Background: an optimization exercise with open tools, aiming at a short achievable clock period and few clock cycles. Do not read the settings as production practice.
Power and IR drop assume default switching activity.

==> flow/design.v (excerpt) <==
module rmap (
    input             clk,
    input             rst,
    input             cmd_valid,
    output            cmd_ready,
    input      [31:0] cmd_word,
    input      [31:0] cmd_data,
    output            rsp_valid,
    input             rsp_ready,
    output reg [3:0]  rsp_status,
    output     [31:0] rsp_rdata,
    output reg [1:0]  rsp_ebank,
    output reg [6:0]  rsp_eaddr,
    output reg [7:0]  rsp_esel,
    output reg [31:0] rsp_estatus,
    output            bus_req_valid,
    input             bus_req_ready,
    output            bus_req_write,
    output     [6:0]  bus_req_addr,
    output     [7:0]  bus_req_sel,
    output     [15:0] bus_req_wdata,
    input             bus_rsp_valid,
    input      [15:0] bus_rsp_rdata,
    input      [31:0] bus_rsp_status
);
clock: 6.0 ns
lec_check: 0
cap_margin: 20
core_margin: 2
core_utilization: 40
place_density: 0.6
setup_slack_margin: 3
slew_margin: 20
standard.sh (not shown) runs the stock make flow with config.mk's settings and CLKGATE_MAP_FILE= SYNTH_SCRIPT=/design/flow/synth_recipe.tcl, a recipe that flattens the netlist after the stock synthesis.
==> flow/flow/run.sh <==
#!/bin/bash
# Standard layout (the standard.sh), with the port buffers made of
# sky130_fd_sc_hd__buf_8 cells instead of the default delay-buffer cells.
export BUFFER_PORTS_ARGS="-buffer_cell sky130_fd_sc_hd__buf_8"
bash standard.sh > standard_run.log 2>&1
==> next run, changes <==
--- a/flow/design.v
+++ b/flow/design.v
@@ -41,33 +41,26 @@
     reg        c_gm;         
     reg        c_gp;         
     reg        c_rw;         
     reg        c_get;        
     reg        c_blast;      
     reg [7:0]  c_idx;        
     reg [3:0]  c_f1h;        
-    reg [15:0] c_psel;       
     reg        c_pol;        
     reg [15:0] c_rfw;        
     reg [31:0] hm;           
     reg        q_b, q_wr;
     reg [1:0]  q_k;
     reg [7:0]  q_sel;
     reg        cur_b, cur_last;
     reg [1:0]  cur_k;
     reg [7:0]  cur_sel;
     reg [15:0] w_pass;       
     reg [15:0] w_fix;        
-    reg [15:0] rd_q;         
-    reg        e_rw;         
-    reg        e_gl;         
-    reg        e_gh;         
-    reg        e_gp;         
-    reg        a_pend;       
-    reg [2:0]  a_pos;        
+    reg [1:0]  c_slot;       
     reg [31:0] racc;         
     wire [3:0] op   = cmd_word[3:0];
     wire [3:0] feat = cmd_word[7:4];
     wire [1:0] bank = cmd_word[9:8];
     wire [7:0] idx  = cmd_word[23:16];
     wire [1:0] f    = feat[1:0];
     wire d_rw     = (op == 4'h1);
@@ -125,27 +118,25 @@
         end else if (q_k == 2'd3) begin
             n_b = 1'b1; n_k = 2'd0;
         end else begin
             n_k = q_k + 2'd1;
         end
     end
     wire [7:0] n_sel = c_raw ? c_idx : {6'b000100, n_k};
-    wire [15:0] Lq = nswap(rd_q);
+    wire [15:0] L = nswap(bus_rsp_rdata);
     wire [3:0] new4;
     genvar g;
     generate
         for (g = 0; g < 4; g = g + 1) begin : g_new4
-            assign new4[g] = (c_f1h[0] &  Lq[4*g])   | (c_f1h[1] & ~Lq[4*g+1]) |
-                             (c_f1h[2] & ~Lq[4*g+2]) | (c_f1h[3] & ~Lq[4*g+3]);
+            assign new4[g] = (c_f1h[0] &  L[4*g])   | (c_f1h[1] & ~L[4*g+1]) |
+                             (c_f1h[2] & ~L[4*g+2]) | (c_f1h[3] & ~L[4*g+3]);
         end
     endgenerate
-    wire pbit = (|(c_psel & Lq)) ^ c_pol;
     assign bus_req_wdata = (w_pass & bus_rsp_rdata) | w_fix;
-    assign rsp_rdata = racc | {{4{e_gh}} & new4, 12'd0, {4{e_gl}} & new4, 12'd0} |
-                       {16'd0, {16{e_rw}} & Lq} | {31'd0, e_gp & pbit};
+    assign rsp_rdata = racc;
     wire [31:0] hm_next = cmd_acc ? ((d_mask ? (d_muxm ? cmd_data : {16'd0, cmd_data[15:0]})
                                              : {32{cmd_word[24]}}) ^ {32{d_pol}}) :
                           (take && q_wr && c_mask) ? {4'd0, hm[31:4]} : hm;
     always @(posedge clk) begin
         if (rst) begin
             st_idle <= 1'b1;
             st_req  <= 1'b0;
@@ -167,20 +158,19 @@
             c_raw   <= d_raw;
             c_mask  <= d_mask;
             c_mux   <= d_muxm;
             c_set   <= d_set;
             c_gm    <= (op == 4'h3) || (op == 4'h9);
             c_gp    <= (op == 4'h5) || (op == 4'hB);
             c_rw    <= d_rw;
+            c_slot  <= idx[1:0];
             c_get   <= d_rw || (op == 4'h3) || (op == 4'h9) || (op == 4'h5) || (op == 4'hB);
             c_blast <= d_blast;
             c_idx   <= idx;
             c_f1h   <= 4'b0001 << f;
-            c_psel  <= 16'd1 << {idx[1:0], f};
-            c_pol   <= d_pol;
             c_rfw   <= nswap(d_rf);
         end
         hm <= hm_next;
     end
     always @(posedge clk) begin
         if (take) begin
             cur_b    <= q_b;
@@ -202,33 +192,24 @@
             w_fix <= st_req  ? w_fix :
                      st_idle ? nswap(cmd_data[15:0]) :
                      (w_fix & ~w_pass) | (bus_rsp_rdata & w_pass);
         else
             w_fix <= c_rfw & nswap({{4{hm_next[3]}}, {4{hm_next[2]}}, {4{hm_next[1]}}, {4{hm_next[0]}}});
     end
     always @(posedge clk) begin
-        if (st_out)
-            rd_q <= bus_rsp_rdata;
-        if (get_done) begin
-            e_rw <= c_rw;
-            e_gl <= c_gm && !c_mux;
-            e_gh <= c_gm && c_mux;
-            e_gp <= c_gp;
-        end else if (!(st_rsp && !rsp_ready)) begin
-            e_rw <= 1'b0;
-            e_gl <= 1'b0;
-            e_gh <= 1'b0;
-            e_gp <= 1'b0;
-        end
-        a_pend <= st_out && rsp_ok && !cur_last && c_gm;
-        a_pos  <= {c_mux & cur_b, cur_k};
         if (cmd_acc)
             racc <= 32'd0;
-        else if (a_pend)
-            racc[{a_pos, 2'b00} +: 4] <= new4;
+        else if (st_out && rsp_ok) begin
+            if (c_rw)
+                racc <= {16'd0, L};
+            else if (c_gp)
+                racc <= {31'd0, new4[c_slot]};
+            else if (c_gm)
+                racc[{c_mux & cur_b, cur_k, 2'b00} +: 4] <= new4;
+        end
         if (acc_bad)
             rsp_status <= d_code;
         else if (err)
             rsp_status <= ST_TRANSPORT;
         else if (!(st_rsp && !rsp_ready))
             rsp_status <= ST_OK;
         if (err) begin
Result: Non-clock buffer count fell by 23. Final area decreases by 12%. Clock skew climbs by 0.0059 ns. Global-route usage is lower by 0.25 points. Cell count shrinks by 9.1%. Clock power decreases by 13%. Combinational power falls by 7.6%. Wire length is lower by 13%. Sequential power went down by 17%. Sequential share of layout area went down by 2.6 points.
Function was not checked in any run of this note: the RTL went through the layout flow alone.

re-timing with driven ports:
No port has a modelled driver above. Below, the same layouts with a new extraction and two added sets of constraints. Step 1 assumes that a clkbuf_16 drives the clock port and a buf_2 every other input. Step 2 adds t to the input delays and takes it off the output delays; t is the mean of the earliest and latest rising clock arrival at the registers after step 1. Input paths then give back, and output paths get back, about the clock's delay inside the block. Slacks: ideal / step 1 / step 2; pairs: ideal / step 1.
run	t (ns)	slack for setup (ns)	worst setup path after step 2	worst register clock-pin slew, ns
the first run	0.573	2.523 / 2.471 / 2.536	input to register	0.06 / 0.06
the second run	0.553	3.018 / 2.954 / 2.604	input to register	0.06 / 0.06
After both steps setup and hold are still met in every run listed. For the second run, which loses most, drivers alone change the setup slack by -0.064 ns; drivers and shift together by -0.414 ns.
